What follows belongs to an exercise in optimizing a design on an open flow for small area, a short achievable clock period and few clock cycles per item; a production flow would make more cautious choices.
In this exercise RTL edits were held to simulation tests only and were not proved equivalent to the original.

$ cat design/flow/standard.sh
#!/bin/bash
# synth_recipe.tcl (not shown) runs the flow's synth.tcl, then flattens the netlist and writes it again
# the make line also repeats each setting of config.mk as NAME=value (left out here)
make -C /OpenROAD-flow-scripts/flow DESIGN_CONFIG=/design/flow/config.mk WORK_HOME=/design/flow/orfs CLKGATE_MAP_FILE= SYNTH_SCRIPT=/design/flow/synth_recipe.tcl "${@:-finish}"
$ cat design/flow/constraint.sdc
create_clock -name core_clock -period 24.0 [get_ports {clk}]
set_input_delay 4.8000 -clock core_clock [delete_from_list [all_inputs] [get_ports {clk}]]
set_output_delay 4.8000 -clock core_clock [all_outputs]
set_load 0.01 [all_outputs]
$ cat design/flow/config.mk
export PLATFORM = sky130hd
export DESIGN_NAME = ltae_lut
export DESIGN_NICKNAME = ltae_lut
export VERILOG_FILES = /design/flow/design.v
export SDC_FILE = /design/flow/constraint.sdc
export NUM_CORES = 4
export LEC_CHECK = 0
export ABC_AREA = 1
export CAP_MARGIN = 40
export CORE_MARGIN = 2
export CORE_UTILIZATION = 45
export SLEW_MARGIN = 40
export SYNTH_MEMORY_MAX_BITS = 65536
$ cat design/flow/design.v
module ltae_fpack (
    input  wire        sa,
    input  wire [7:0]  ea,
    input  wire [25:0] qt,
    input  wire        j,
    output wire [7:0]  idx,
    output wire        dom
);
    wire        hi   = qt[25] | (j & (&qt[24:0]));
    wire        inc1 = qt[0] | j;
    wire        inc2 = qt[1] | (qt[0] & j);
    wire [23:0] p1, p2;
    ltae_inc #(24) u_i1 (.a(qt[24:1]), .y(p1));
    ltae_inc #(24) u_i2 (.a(qt[25:2]), .y(p2));
    wire [24:0] mw   = hi ? {(inc2 ? p2 : qt[25:2]), 1'b0}
                          : {1'b0, (inc1 ? p1 : qt[24:1])};
    wire        tiny = (ea < 8'd97);                       
    assign dom = (ea >= 8'd250) | ((ea == 8'd249) & hi);   
    wire [7:0]  sh   = ea - 8'd97;
    wire [55:0] wide = {31'd0, mw} << sh;
    wire [32:0] G    = wide[55:23];
    wire        st   = |wide[22:0];
    wire [7:0]  fl   = G[32:25];
    wire [24:0] h    = G[24:0];
    wire [7:0]  fl1, nf1;
    ltae_inc #(8) u_i3 (.a(fl), .y(fl1));
    wire [7:0]  ipos = (&h[24:9]) ? fl1 : fl;
    wire [7:0]  nf   = ~fl;
    wire [8:0]  lo   = h[8:0];
    reg         c_lo;
    always @* begin
        casez (nf)
            8'b1???????: c_lo = (lo[8] == 1'b0)  | ((lo == 9'h100) & ~st);
            8'b01??????: c_lo = (lo[8:7] == 2'd0) | ((lo == 9'h080) & ~st);
            8'b001?????: c_lo = (lo[8:6] == 3'd0) | ((lo == 9'h040) & ~st);
            8'b0001????: c_lo = (lo[8:5] == 4'd0) | ((lo == 9'h020) & ~st);
            8'b00001???: c_lo = (lo[8:4] == 5'd0) | ((lo == 9'h010) & ~st);
            8'b000001??: c_lo = (lo[8:3] == 6'd0) | ((lo == 9'h008) & ~st);
            8'b0000001?: c_lo = (lo[8:2] == 7'd0) | ((lo == 9'h004) & ~st);
            8'b00000001: c_lo = (lo[8:1] == 8'd0) | ((lo == 9'h002) & ~st);
            default:     c_lo = (lo == 9'd0)      | ((lo == 9'h001) & ~st);
        endcase
    end
    wire        c    = (h[24:9] == 16'd0) & c_lo;
    ltae_inc #(8) u_i4 (.a(nf), .y(nf1));
    wire [7:0]  ineg = c ? nf1 : nf;
    assign idx = tiny ? 8'd0 : (sa ? ineg : ipos);
endmodule
module ltae_fmul (
    input  wire [23:0] x,
    input  wire [23:0] y,
    output wire [47:0] p
);
    localparam NR = 13;                        
    wire [26:0] yy = {2'b00, y, 1'b0};
    wire [47:0] row [0:NR+1];
    reg  [47:0] negs;
    reg  [47:0] K;
    integer i;
    genvar g;
    generate
        for (g = 0; g < NR; g = g + 1) begin : pp
            wire [2:0]  b    = yy[2*g+2:2*g];
            wire        neg  = b[2];
            wire        one  = b[1] ^ b[0];
            wire        two  = (b == 3'b011) | (b == 3'b100);
            wire [24:0] raw  = ({25{one}} & {1'b0, x}) | ({25{two}} & {x, 1'b0});
            wire [25:0] r    = {~neg, raw ^ {25{neg}}};
            wire [73:0] sh   = {48'd0, r} << (2 * g);
            assign row[g] = sh[47:0];
        end
    endgenerate
    always @* begin
        negs = 48'd0;
        K = 48'd0;
        for (i = 0; i < NR; i = i + 1) begin
            negs[2*i] = yy[2*i+2];
            K = K - (48'd1 << (25 + 2*i));
        end
    end
    assign row[NR]   = negs;
    assign row[NR+1] = K;
    function [95:0] csa;
        input [47:0] a, b, c;
        begin
            csa = {((a & b) | (a & c) | (b & c)) << 1, a ^ b ^ c};
        end
    endfunction
    wire [47:0] l1 [0:9];
    wire [47:0] l2 [0:6];
    wire [47:0] l3 [0:4];
    wire [47:0] l4 [0:3];
    wire [47:0] l5 [0:2];
    wire [47:0] l6 [0:1];
    assign {l1[1], l1[0]} = csa(row[0],  row[1],  row[2]);
    assign {l1[3], l1[2]} = csa(row[3],  row[4],  row[5]);
    assign {l1[5], l1[4]} = csa(row[6],  row[7],  row[8]);
    assign {l1[7], l1[6]} = csa(row[9],  row[10], row[11]);
    assign {l1[9], l1[8]} = csa(row[12], row[13], row[14]);
    assign {l2[1], l2[0]} = csa(l1[0], l1[1], l1[2]);
    assign {l2[3], l2[2]} = csa(l1[3], l1[4], l1[5]);
    assign {l2[5], l2[4]} = csa(l1[6], l1[7], l1[8]);
    assign l2[6] = l1[9];
    assign {l3[1], l3[0]} = csa(l2[0], l2[1], l2[2]);
    assign {l3[3], l3[2]} = csa(l2[3], l2[4], l2[5]);
    assign l3[4] = l2[6];
    assign {l4[1], l4[0]} = csa(l3[0], l3[1], l3[2]);
    assign l4[2] = l3[3];
    assign l4[3] = l3[4];
    assign {l5[1], l5[0]} = csa(l4[0], l4[1], l4[2]);
    assign l5[2] = l4[3];
    assign {l6[1], l6[0]} = csa(l5[0], l5[1], l5[2]);
    assign p = l6[0] + l6[1];
endmodule
module ltae_fmul_rnd (
    input  wire [47:0] p,
    input  wire [9:0]  e,         
    output wire [31:0] y
);
    wire        hi   = p[47];
    wire [23:0] m    = hi ? p[47:24] : p[46:23];
    wire        g    = hi ? p[23] : p[22];
    wire        st   = hi ? (|p[22:0]) : (|p[21:0]);
    wire        up   = g & (st | m[0]);
    wire [23:0] m1, m0;
    ltae_inc #(24) u_i1 (.a(p[47:24]), .y(m1));
    ltae_inc #(24) u_i0 (.a(p[46:23]), .y(m0));
    wire [23:0] mr   = up ? (hi ? m1 : m0) : m;
    wire [9:0]  er   = e + {9'd0, hi} + {9'd0, up & (&m)};
    wire        ovf  = ~er[9] & (er[8] | (er[7:0] == 8'hFF));
    assign y = ovf ? 32'h7F800000 : {1'b0, er[7:0], mr[22:0]};
endmodule
module ltae_fadd (
    input  wire [31:0] a,
    input  wire [31:0] b,
    output wire [31:0] y
);
    wire [7:0]  ea   = a[30:23], eb = b[30:23];
    wire        ge   = (ea >= eb);
    wire [7:0]  dab  = ea - eb;
    wire [7:0]  dba  = eb - ea;
    wire        x_inf = (ea == 8'hFF) | (eb == 8'hFF);
    wire [26:0] ma   = {ea != 8'd0, a[22:0], 3'b000};
    wire [26:0] mb   = {eb != 8'd0, b[22:0], 3'b000};
    wire [27:0] sum;
    ltae_fadd_al u_al (.mx(ge ? ma : mb), .mz(ge ? mb : ma), .d(ge ? dab : dba), .sum(sum));
    wire [7:0]  ex   = ge ? ea : eb;
    wire        c    = sum[27];
    wire [23:0] m    = c ? sum[27:4] : sum[26:3];
    wire        g    = c ? sum[3] : sum[2];
    wire        st   = c ? (|sum[2:0]) : (|sum[1:0]);
    wire        up   = g & (st | m[0]);
    wire [23:0] m1;
    ltae_inc #(24) u_i (.a(m), .y(m1));
    wire [23:0] mr   = up ? m1 : m;
    wire [8:0]  e    = {1'b0, ex} + {8'd0, c} + {8'd0, up & (&m)};
    wire        ovf  = (e >= 9'd255);
    assign y = (x_inf | ovf) ? 32'h7F800000 : {1'b0, e[7:0], mr[22:0]};
endmodule
module ltae_fadd_al (
    input  wire [26:0] mx,
    input  wire [26:0] mz,
    input  wire [7:0]  d,
    output wire [27:0] sum
);
    reg  [4:0]  tz;                        
    integer     i;
    always @* begin
        tz = 5'd24;
        for (i = 26; i >= 3; i = i - 1)
            if (mz[i]) tz = i[4:0] - 5'd3;
    end
    wire        far  = (d > 8'd26);
    wire [26:0] mzs  = far ? 27'd0 : (mz >> d[4:0]);
    wire        stk  = (tz != 5'd24) & (far | ({3'd0, d[4:0]} > {3'd0, tz} + 8'd3));
    assign sum = {1'b0, mx} + {1'b0, mzs[26:1], mzs[0] | stk};
endmodule
module ltae_inc #(parameter W = 24) (
    input  wire [W-1:0] a,
    output wire [W-1:0] y
);
    genvar i;
    assign y[0] = ~a[0];
    generate
        for (i = 1; i < W; i = i + 1) begin : b
            assign y[i] = a[i] ^ (&a[i-1:0]);
        end
    endgenerate
endmodule
module ltae_div100 (
    input  wire [7:0]  eu,        
    input  wire [25:0] qt,
    output wire [31:0] y
);
    localparam [63:0] JT = 64'hDAD6B6B5AD6D6B5A;    
    wire [5:0]  q6   = qt[5:0];
    wire        j    = JT[q6];
    wire        rnz  = (q6 != 6'd0) & (q6 != 6'd63);   
    wire        b0 = qt[0], b1 = qt[1], b2 = qt[2];
    wire        inc1 = j ? (b0 | rnz | b1) : (b0 & (rnz | b1));
    wire        inc2 = j ? ((b1 & b0) | (b1 & ~b0) | (~b1 & b0 & (rnz | b2)))
                         : (b1 & (b0 | rnz | b2));
    wire        hi   = qt[25] | (j & (&qt[24:0]));
    wire [23:0] p1, p2;
    ltae_inc #(24) u_i1 (.a(qt[24:1]), .y(p1));
    ltae_inc #(24) u_i2 (.a(qt[25:2]), .y(p2));
    wire [23:0] mr   = hi ? (inc2 ? p2 : qt[25:2])
                          : (inc1 ? p1 : qt[24:1]);   
    wire [7:0]  e    = eu - (hi ? 8'd6 : 8'd7);
    assign y = {1'b0, e, mr[22:0]};
endmodule
module ltae_div2pi_fix (
    input  wire [25:0] qt,
    output wire        j
);
    localparam [24:0] MC = 25'd13176795;           
    localparam [24:0] KC = 25'd4 + 25'h0FFFFFF + 25'h007FFFF + 25'h000FFFF + 25'h0000FFF;
    wire [24:0] t  = qt[24:0];
    wire [24:0] nt = ~t;
    function [49:0] csa;
        input [24:0] a, b, c;
        begin
            csa = {((a & b) | (a & c) | (b & c)) << 1, a ^ b ^ c};
        end
    endfunction
    wire [24:0] r0 = t, r1 = t << 2, r2 = t << 5, r3 = t << 22;
    wire [24:0] r4 = nt << 24, r5 = nt << 19, r6 = nt << 16, r7 = nt << 12, r8 = KC;
    wire [24:0] a0, a1, a2, a3, a4, a5, b0, b1, b2, b3, c0, c1, d0, d1;
    assign {a1, a0} = csa(r0, r1, r2);
    assign {a3, a2} = csa(r3, r4, r5);
    assign {a5, a4} = csa(r6, r7, r8);
    assign {b1, b0} = csa(a0, a1, a2);
    assign {b3, b2} = csa(a3, a4, a5);
    assign {c1, c0} = csa(b0, b1, b2);
    assign {d1, d0} = csa(c0, c1, b3);
    wire [24:0] rem = d0 + d1;                     
    assign j = (rem >= MC);
endmodule
module ltae_fastchk (
    input  wire [47:0] p,
    input  wire [2:0]  zs,
    output wire [6:0]  n,
    output wire        ok
);
    wire [19:0] w  = p[47:28] >> zs;              
    wire [7:0]  ni = w[19:12];
    wire [11:0] fr = w[11:0];
    assign n  = ni[6:0];
    assign ok = (ni != 8'd0) & (ni <= 8'd99) & (fr != 12'd0) & (fr != 12'hFFF);
endmodule
module ltae_rom_sin (
    input  wire [6:0]  idx,
    output wire [30:0] val
);
    localparam [4095:0] TAB = 4096'h0000000000000000000000000000000000000000000000000000000000000000000000000000000000000000000000000000000000000000000000000000000000000000000000000000000000000000000000000000000000000000000000000000000000000000000000000000000000000000000000000000000000000000000000000000000000000000000000000000000000000000000000000000000000000000000000000000000000000000000000000000000000000000000000000000000000000000000000000000000000000000000000000000000000000000000000000000000000000000000000000000000000000000000000003F8000003F7FEC433F7FB10F3F7F4E6D3F7EC46D3F7E13243F7D3AAC3F7C3B283F7B14BE3F79C79D3F7853F83F76BA073F74FA0B3F7314473F7109083F6ED89E3F6C835E3F6A09A73F676BD83F64AA593F61C5983F5EBE053F5B941A3F5848533F54DB313F514D3D3F4D9F023F49D1123F45E4033F41D8703F3DAEF93F3968423F3504F33F3085BB3F2BEB4A3F2736563F2267993F1D7FD13F187FC03F13682A3F0E39DA3F08F59B3F039C3D3EFC5D273EF15AEA3EE633753EDAE8803ECF7BCA3EC3EF153EB8442A3EAC7CD43EA09AE53E94A0313E888E933E78CFCC3E605C133E47C5C23E2F10A23E1640833DFAB2733DC8BD363D96A9053D48FB303CC90AB000000000;
    assign val = TAB[{idx, 5'd0} +: 31];
endmodule
module ltae_rom_pow10 (
    input  wire [4:0]  k,
    output wire [31:0] val
);
    localparam [1023:0] TAB = 1024'h0000000000000000000000000000000000000000000000000000000000000000000000000000000000000000000000005F0AC7235D5E0B6B5BB1A2BC5A0E1BCA58635FA956B5E621551184E75368D4A551BA43B7501502F94E6E6B284CBEBC204B1896804974240047C35000461C4000447A000042C80000412000003F800000;
    assign val = TAB[{k, 5'd0} +: 32];
endmodule
module ltae_fastk (
    input  wire [30:0] u,
    output reg  [4:0]  k,
    output reg  [23:0] ck,
    output wire [2:0]  zs
);
    reg [7:0] zc;
    always @* begin
        k = 5'd1; ck = 24'd0; zc = 8'd0;
        if (u >= 31'h7E967699) begin k = 5'd19; ck = 24'hD9C7DD; zc = 8'd4; end
        else if (u >= 31'h7B4097CE) begin k = 5'd18; ck = 24'hAA2425; zc = 8'd253; end
        else if (u >= 31'h77F684DF) begin k = 5'd17; ck = 24'h84EC3D; zc = 8'd246; end
        else if (u >= 31'h749DC5AE) begin k = 5'd16; ck = 24'hCFB11F; zc = 8'd240; end
        else if (u >= 31'h7149F2CA) begin k = 5'd15; ck = 24'hA24260; zc = 8'd233; end
        else if (u >= 31'h6E013F39) begin k = 5'd14; ck = 24'hFD87B6; zc = 8'd227; end
        else if (u >= 31'h6AA56FA6) begin k = 5'd13; ck = 24'hC61206; zc = 8'd220; end
        else if (u >= 31'h6753C21C) begin k = 5'd12; ck = 24'h9ABE15; zc = 8'd213; end
        else if (u >= 31'h64078678) begin k = 5'd11; ck = 24'hF1C901; zc = 8'd207; end
        else if (u >= 31'h60AD78EC) begin k = 5'd10; ck = 24'hBCE508; zc = 8'd200; end
        else if (u >= 31'h5D5E0B6B) begin k = 5'd9; ck = 24'h9392EF; zc = 8'd193; end
        else if (u >= 31'h5A0E1BCA) begin k = 5'd8; ck = 24'hE69595; zc = 8'd187; end
        else if (u >= 31'h56B5E621) begin k = 5'd7; ck = 24'hB424DC; zc = 8'd180; end
        else if (u >= 31'h5368D4A5) begin k = 5'd6; ck = 24'h8CBCCC; zc = 8'd173; end
        else if (u >= 31'h501502F9) begin k = 5'd5; ck = 24'hDBE6FF; zc = 8'd167; end
        else if (u >= 31'h4CBEBC20) begin k = 5'd4; ck = 24'hABCC77; zc = 8'd160; end
        else if (u >= 31'h49742400) begin k = 5'd3; ck = 24'h8637BD; zc = 8'd153; end
        else if (u >= 31'h461C4000) begin k = 5'd2; ck = 24'hD1B717; zc = 8'd147; end
    end
    assign zs = zc[2:0] - u[25:23];
endmodule
module ltae_rom_sqrt (
    input  wire [6:0]  idx,
    output wire [31:0] val
);
    localparam [4095:0] TAB = 4096'h00000000000000000000000000000000000000000000000000000000000000000000000000000000000000000000000000000000000000000000000000000000000000000000000000000000000000000000000000000000000000000000000000000000000000000000000000000000411F32AF411E6455411D94EC411CC471411BF2DF411B2032411A4C65411977744118A15A4117CA114116F196411617E341153CF2411460BE411383414112A4764111C4564110E2DC41100000410F1BBD410E360B410D4EE4410C6641410B7C1A410A90674109A3204108B43D4107C3B64106D1824105DD984104E7EE4103F07B4102F7344101FC104100FF024100000040FDFDFC40FBF7DF40F9ED9140F7DEF640F5CBF240F3B46A40F1983E40EF775140ED517F40EB26A940E8F6A940E6C15A40E4869540E2463040E0000040DDB3D740DB618640D908D940D6A99B40D4439540D1D68940CF623A40CCE66540CA62C240C7D70640C542E140C2A5FE40C0000040BD508740BA972840B7D37540B504F340B22B2040AF456F40AC534540A953FD40A646E140A32B2B40A00000409CC47140997774409617E34092A476408F1BBD408B7C1A4087C3B64083F07B408000004077DEF6406F77514066C15A405DB3D740544395404A62C240400000403504F3402953FD401CC471400F1BBD400000003FDDB3D73FB504F33F80000000000000;
    assign val = TAB[{idx, 5'd0} +: 32];
endmodule
module ltae_lut (
    input  wire        clk,
    input  wire        rst,
    input  wire        start,
    input  wire [1:0]  op,        
    input  wire [31:0] arg0,
    input  wire [31:0] arg1,
    output wire        busy,
    output reg         done,
    output wire [31:0] result,
    output reg         dom_err
);
    localparam OP_SIN = 2'd0, OP_COS = 2'd1, OP_SQRT = 2'd2, OP_HYPOT = 2'd3;
    localparam I_IDLE = 0,
               I_T1   = 1,    
               I_T2   = 2,    
               I_H1   = 3,    
               I_H2   = 4,    
               I_H3   = 5,    
               I_L    = 6,    
               I_F1   = 7,    
               I_F    = 8,    
               I_HANG = 9,    
               I_K    = 10,   
               I_P    = 11;   
    localparam NS = 12;
    localparam [1:0] O_SIN = 2'd0, O_SQRT = 2'd1, O_RES = 2'd2;
    localparam [23:0] R_2PI = 24'hA2F983,      
                      R_25  = 24'hA3D70A;      
    localparam [30:0] F_100   = 31'h42C80000,
                      F_10000 = 31'h461C4000;  
    reg [NS-1:0] st;
    reg        cosf;
    reg        sa;         
    reg [7:0]  ea;         
    reg [23:0] mxr, myr;   
    reg [31:0] rb;         
    reg [4:0]  k;          
    reg [7:0]  idx;        
    reg [1:0]  osel;
    reg [2:0]  zs;         
    assign busy = ~st[I_IDLE];
    function [6:0] trunc100;
        input [30:0] v;
        begin
            if (v[30:23] < 8'd127)
                trunc100 = 7'd0;
            else
                trunc100 = {1'b1, v[22:17]} >> (8'd133 - v[30:23]);
        end
    endfunction
    wire [31:0] sqrt_v, pk_v;
    wire [30:0] sin_mag;
    ltae_rom_sqrt  u_sqrt (.idx(idx[6:0]), .val(sqrt_v));
    ltae_rom_pow10 u_pow  (.k(k), .val(pk_v));
    ltae_rom_sin   u_sin  (.idx(idx[6:0]), .val(sin_mag));
    wire [31:0] sin_v = {idx[7], sin_mag};
    wire [23:0] fin_m = rb[23:0] + {23'd0, rb[24]};
    wire [7:0]  fin_e = ea + {7'd0, fin_m[23] ^ rb[23]};
    wire [31:0] fin_v = {1'b0, fin_e, fin_m[22:0]};
    assign result = (osel == O_SIN)  ? sin_v :
                    (osel == O_SQRT) ? sqrt_v : fin_v;
    wire [47:0] prod;
    ltae_fmul u_mul (.x(mxr), .y(myr), .p(prod));
    wire [31:0] sq_r;
    ltae_fmul_rnd u_rnd (.p(prod), .e({1'b0, ea, 1'b0} - 10'd127), .y(sq_r));
    wire [31:0] sq = (ea < 8'd114) ? 32'd0 : sq_r;
    wire        f_hi = prod[47];
    wire [23:0] f_m  = f_hi ? prod[47:24] : prod[46:23];
    wire        f_g  = f_hi ? prod[23] : prod[22];
    wire        f_st = f_hi ? (|prod[22:0]) : (|prod[21:0]);
    wire        f_up = f_g & (f_st | f_m[0]);
    wire [7:0]  f_e0 = sqrt_v[30:23] + pk_v[30:23] - 8'd127;
    wire [7:0]  f_e  = ea + {7'd0, f_hi};
    wire [31:0] u_next;
    ltae_div100 u_d100 (.eu(ea), .qt(prod[47:22]), .y(u_next));
    wire        ge_next = ({ea, mxr[22:0]} >= F_10000);
    wire [30:0] fk_u = st[I_IDLE] ? arg0[30:0] : {ea, mxr[22:0]};
    wire [4:0]  fk_k;
    wire [23:0] fk_c;
    wire [2:0]  fk_z;
    ltae_fastk u_fk (.u(fk_u), .k(fk_k), .ck(fk_c), .zs(fk_z));
    wire [6:0]  fp_n;
    wire        fp_ok;
    ltae_fastchk u_fc (.p(prod), .zs(zs), .n(fp_n), .ok(fp_ok));
    wire        j2pi;
    wire [7:0]  tidx;
    wire        tdom;
    ltae_div2pi_fix u_fix (.qt(rb[25:0]), .j(j2pi));
    ltae_fpack      u_idx (.sa(sa), .ea(ea), .qt(rb[25:0]), .j(j2pi), .idx(tidx), .dom(tdom));
    wire [7:0]  ti   = {tidx[7:6] + {1'b0, cosf}, tidx[5:0]};
    wire [6:0]  sin_j = ti[6] ? (7'd64 - {1'b0, ti[5:0]}) : {1'b0, ti[5:0]};
    wire        sin_neg = ti[7] & (sin_j != 7'd0);
    wire [31:0] v_sum;
    ltae_fadd u_add (.a(rb), .b({1'b0, ea, mxr[22:0]}), .y(v_sum));
    wire a_nan = (arg0[30:23] == 8'hFF) & (arg0[22:0] != 23'd0);
    wire a_inf = (arg0[30:23] == 8'hFF) & (arg0[22:0] == 23'd0);
    wire b_nan = (arg1[30:23] == 8'hFF) & (arg1[22:0] != 23'd0);
    wire b_inf = (arg1[30:23] == 8'hFF) & (arg1[22:0] == 23'd0);
    wire a_neg = arg0[31] & (arg0[30:0] != 31'd0);
    always @(posedge clk) begin
        if (rst) begin
            st      <= {{(NS-1){1'b0}}, 1'b1};
            done    <= 1'b0;
            dom_err <= 1'b0;
        end else begin
            done    <= 1'b0;
            dom_err <= 1'b0;
            if (st[I_IDLE] & start) begin
                cosf <= op[0];
                sa   <= arg0[31];
                ea   <= arg0[30:23];
                mxr  <= {1'b1, arg0[22:0]};
                myr  <= (op == OP_HYPOT) ? {1'b1, arg0[22:0]} :
                        (op == OP_SQRT)  ? R_25 : R_2PI;
                rb   <= arg1;
                k    <= 5'd0;
                idx  <= {1'b0, trunc100(arg0[30:0])};
                osel <= O_SQRT;
                st[I_IDLE] <= 1'b0;
                case (op)
                    OP_SIN, OP_COS:
                        if (arg0[30:23] == 8'hFF) begin
                            done    <= 1'b1;
                            dom_err <= 1'b1;
                            st[I_IDLE] <= 1'b1;
                        end else
                            st[I_T1] <= 1'b1;
                    OP_SQRT:
                        if (a_nan | a_neg) begin
                            done    <= 1'b1;
                            dom_err <= 1'b1;
                            st[I_IDLE] <= 1'b1;
                        end else if (a_inf)
                            st[I_HANG] <= 1'b1;
                        else if (arg0[30:0] >= F_10000) begin
                            myr <= fk_c;
                            k   <= fk_k;
                            zs  <= fk_z;
                            st[I_P] <= 1'b1;
                        end else if (arg0[30:0] >= F_100)
                            st[I_L] <= 1'b1;
                        else begin
                            done <= 1'b1;
                            st[I_IDLE] <= 1'b1;
                        end
                    default:
                        if (a_nan | b_nan) begin
                            done    <= 1'b1;
                            dom_err <= 1'b1;
                            st[I_IDLE] <= 1'b1;
                        end else if (a_inf | b_inf)
                            st[I_HANG] <= 1'b1;
                        else
                            st[I_H1] <= 1'b1;
                endcase
            end
            if (st[I_T1]) begin
                rb[25:0] <= prod[47:22];
                st[I_T1] <= 1'b0;
                st[I_T2] <= 1'b1;
            end
            if (st[I_T2]) begin
                idx     <= {sin_neg, sin_j};
                osel    <= O_SIN;
                done    <= 1'b1;
                dom_err <= tdom;
                st[I_T2]   <= 1'b0;
                st[I_IDLE] <= 1'b1;
            end
            if (st[I_H1]) begin
                rb  <= sq;                          
                mxr <= {1'b1, rb[22:0]};            
                myr <= {1'b1, rb[22:0]};
                ea  <= rb[30:23];
                st[I_H1] <= 1'b0;
                st[I_H2] <= 1'b1;
            end
            if (st[I_H2]) begin
                ea         <= sq[30:23];            
                mxr[22:0]  <= sq[22:0];
                st[I_H2] <= 1'b0;
                st[I_H3] <= 1'b1;
            end
            if (st[I_H3]) begin
                mxr <= {1'b1, v_sum[22:0]};
                ea  <= v_sum[30:23];
                myr <= R_25;
                idx <= {1'b0, trunc100(v_sum[30:0])};
                st[I_H3] <= 1'b0;
                if (v_sum[30:23] == 8'hFF)
                    st[I_HANG] <= 1'b1;
                else if (v_sum[30:0] >= F_10000)
                    st[I_K] <= 1'b1;
                else if (v_sum[30:0] >= F_100)
                    st[I_L] <= 1'b1;
                else begin
                    done <= 1'b1;
                    st[I_IDLE] <= 1'b1;
                end
            end
            if (st[I_L]) begin
                mxr <= {1'b1, u_next[22:0]};
                ea  <= u_next[30:23];
                k   <= k + 5'd1;
                idx <= {1'b0, trunc100(u_next[30:0])};
                if (!ge_next) begin
                    st[I_L]  <= 1'b0;
                    st[I_F1] <= 1'b1;
                end
            end
            if (st[I_K]) begin
                myr <= fk_c;
                k   <= fk_k;
                zs  <= fk_z;
                st[I_K] <= 1'b0;
                st[I_P] <= 1'b1;
            end
            if (st[I_P]) begin
                st[I_P] <= 1'b0;
                if (fp_ok) begin
                    idx <= {1'b0, fp_n};
                    st[I_F1] <= 1'b1;
                end else begin                      
                    myr <= R_25;
                    k   <= 5'd0;
                    st[I_L] <= 1'b1;
                end
            end
            if (st[I_F1]) begin
                mxr <= {1'b1, sqrt_v[22:0]};
                myr <= {1'b1, pk_v[22:0]};
                ea  <= f_e0;
                st[I_F1] <= 1'b0;
                st[I_F]  <= 1'b1;
            end
            if (st[I_F]) begin
                rb[24:0] <= {f_up, f_m};
                ea       <= f_e;
                osel     <= O_RES;
                done     <= 1'b1;
                st[I_F]    <= 1'b0;
                st[I_IDLE] <= 1'b1;
            end
        end
    end
endmodule
$ cat design/flow/flow/run.sh
#!/bin/bash
# Own flow: the standard layout at the design's clock period and
# constraints, with two changes in how it is made:
#  - synthesis is the standard one except that full/half adders are not
#    extracted into adder cells (ADDER_MAP_FILE empty), so ABC maps the
#    arithmetic as ordinary gates; registers are unchanged;
#  - timing repair is asked to leave extra setup slack, so the layout is
#    optimized for a shorter achieved period.
set -euo pipefail
bash standard.sh ADDER_MAP_FILE= synth > log_synth.txt 2>&1
bash standard.sh SETUP_SLACK_MARGIN=15 finish > log_layout.txt 2>&1
==> summary.txt <==
[cell usage after synthesis, types with 20 or more instances]
master     count  area [um2]
a211oi_1      23         173
nand4_1      175        1090
clkbuf_8      25         344
nand2_1     5046       18900
o221ai_1      20         175
xor2_1       298        2610
a31oi_1       47         294
o31ai_1       22         165
buf_1         52         195
o211ai_1      75         563
nor4_1        33         206
xnor2_1       30         263
nor2_1       917        3440
edfxtp_1     106        3180
nand3_1     1689        8450
or2_2         27         169
nor2_2        30         188
clkbuf_1     254         953
nor3_1        82         410
a21oi_1      454        2270
inv_1       1277        4790
inv_2         63         236
o21ai_1      104         521
a221oi_1      31         272
o21ai_0      647        3240
o21ai_2       27         236
buf_2        107         536
o2111ai_1     21         184
a21boi_0      22         165
nand3b_1      84         631
buf_6         30         338
o22ai_1      107         669
clkinv_1      26        97.6
nand2_2       88         551
[routing by layer]
metal  vias up  track usage, %  part of all wire, %  wire length, um
met4        28            37.2                   10            34800
met5         -               0                0.060              206
met3      1873            14.2                   14            47600
met2      6503            71.3                   41           139000
li1      40217               -                    -                -
met1     39206            55.7                   35           121000
[cells by family after synthesis]
family                    share of synthesized area (%)
AOI/OAI and AO/OA                                  17.2
xor gates and xnor gates                           5.00
buffers and inverters                              13.1
DFF                                                5.81
muxes                                            0.0338
and+or+nand+nor                                    58.8
[metrics by stage]
step	utilization [%]	hold slack (ns)
2_1_floorplan	-	0.406
3_3_place_gp	46.7	0.439
3_5_place_dp	46.8	0.446
4_1_cts	48.2	0.475
5_1_grt	50.5	0.522
6_report	50.5	0.512
[worst max-delay path, cell delays in order (launching register included)]
cell and delay, ns:
edfxtp_1 0.42, buf_12 0.20, buf_16 0.19, nand2_2 0.25
inv_1 0.23, nor2_1 0.14, buf_4 0.23, clkinvlp_4 0.26
a21oi_1 0.19, o21ai_0 0.10, o211ai_1 0.18, o21ai_0 0.38
buf_4 0.31, o211ai_1 0.29, clkdlybuf4s50_1 0.60
[sequential cells by signal (all words and copies together) (netlist names)]
name	count
dom_err	1
k	5
cosf	1
myr	24
zs	3
osel	2
rb	6
u_fix.r0	25
mxr	23
done	1
st	11
sa	1
idx	8
ea	8
[how the worst min path moves through the flow]
stage	depth (start not counted)	to
3_5_place_dp	1	st[11]
3_3_place_gp	1	st[11]
2_1_floorplan	0	osel[1]
4_1_cts	1	st[11]
6_report	1	st[11]
5_1_grt	1	st[11]
[layout make-up]
type / count / area (um2) / area share [%]
well taps: 1755 / 2200 / 3.32
flip-flops and latches: 119 / 3450 / 5.21
multi-input cells: 10334 / 49900 / 75.4
clock inverters: 14 / 175 / 0.265
repair inverters: 1 / 8.76 / 0.0132
inverters: 1372 / 5370 / 8.10
clock buffers: 18 / 439 / 0.663
diodes: 13 / 32.5 / 0.0491
repair buffers: 457 / 4620 / 6.97
[timing repair]
action / 4_1_cts / 5_1_grt
endpoints found under the setup margin: 131 / 131
gates resized for setup: 216 / 388
pin swaps: 11 / 35
hold endpoints to repair: 0 / 0
cloned: 4 / 18
buffers inserted: 40 / 127
[cells in the final DEF (no fill, tap or decap), types with 73 or more instances in the layout]
master,synthesis,layout
o21ai_1,104,119
nor3_1,82,75
o21ai_0,647,609
nand2_2,88,134
nand3b_1,84,84
clkdlybuf4s50_1,0,94
xor2_1,298,296
inv_2,63,73
inv_1,1277,1227
nand3_1,1689,1654
nor2_1,917,852
o211ai_1,75,75
buf_4,19,272
o22ai_1,107,89
nand4_1,175,175
edfxtp_1,106,106
nand2_1,5046,4956
a21oi_1,454,439
==> reports/metrics.yaml <==
synth_edf_count: 106
ys_ff_latch: 119
period_minus_slack_ns: 9.29
fmax_ghz: 0.108
fin_tns_setup_ns: 0
clk_latency_ns: 0.49
grtUsageTotal_pct: 47.3
final_cell_area_um2: 66200
cap_viol_max_count: 0
via_per_inst: 6.24
io_pins: 104
r2r_cells: 60
synth_cells: 12311
fp.dieW_um: 367
synth_ff_type: "edfxtp_1"
ant_nets: 0
r2r_slack_ns: 15.13
drt_iter0_markers: 13260
cts_sinks: 119
grt_pass1_vias: 77279
cts-buffers-inserted: 17
synth_nets: 12380
setup_slack_ns: 14.71
wl_per_cell_um: 24.4
status: "timing/DRC/antenna clean"
finalHoldViolations: 0
grt_pass1_wl_um: 484000
instances_no_fill: 14083
drive_gt1_share_pct: 8.57
ctsHoldBuffers: 0
rsz0062_at_grt: "true"
dr.pass1.iters: 13
cts_tree: "done"
num_vias: 87827
min_from: "st[11]"
port_buffers: 102
clkTransAtPathRegs_ns: 0.06
startpoint: "idx[3]"
synth.yosys.seq_area_share_pct: 5.81
regToRegEndpoint: "mxr[5]"
placed_cell_area_um2: 61400
cp.arrival_ns: 4.49
fin_crit_sh_pct: 38.7
maxSlewViolCount: 0
nets: 12371
hold_class: "reg2reg"
critPathMaxFanout: 33
ys_types: 89
antenna_found_initial: 21
place_ws_ns: 13.00
finalSetupViolCount: 0
slew_headroom_pct: 33.5
fill_cells: 14646
required_ns: 19.20
clock_path_buffers: 2
ys_warn_count: 6
cp-endpoint: "result[10]"
initial_core_util_pct: 45.2
grt_max_degree: 114
overflow: 0
final.setup_skew_ns: 0.0147
dieArea_um2: 135000
dp.cells: 13849
fp-row-count: 133
end_kind: "output pin"
syn_area_per_cell_um2: 4.81
syn2layout_area_growth_pct: 11.7
worstSetupStartpointType: "register"
core_um2: 131000
syn-cell-area_um2: 59300
criticalPathCategory: "reg2out"
dieHeight_um: 367
hpwl_um: 258000
ys_async_sr_fraction_pct: 0
drc: 0
ctsHtreeMaxLevel: 4
place_congestion: 1.14
cts_root_buf: "clkbuf_16"
wl_um: 343000
tightest_slew_ns: 0.991
rr_startpoint: "myr[7]"
Testbench counts, summed over its fixed seeds: cycles 13,411, items 4,000.

## what the ideal ports hide
The flow's constraints put no driver on any port. The routed layout listed below was extracted and timed again, unchanged, in two steps. Step 1: set_driving_cell puts a clkbuf_16 on clk and a buf_2 on each other input, an assumption about the parent block. Step 2, shift: input delay + t, output delay - t, t = (earliest + latest rising clock arrival at the registers) / 2. This alone moves slack from input paths to output paths. a / b / c = ideal ports / drivers / drivers and shift; a / b = the first two.
shift t [ns]: 0.565
setup WS [ns]: 14.711 / 14.630 / 14.582
clock arrival spread, ns: 0.015 / 0.015
worst slew at a driven data input, ns: 0.08
pins driven straight from the clock port: 1
After both steps this run still meets setup and hold. For this run, drivers alone change the setup slack by -0.081 ns; drivers and shift together by -0.129 ns.
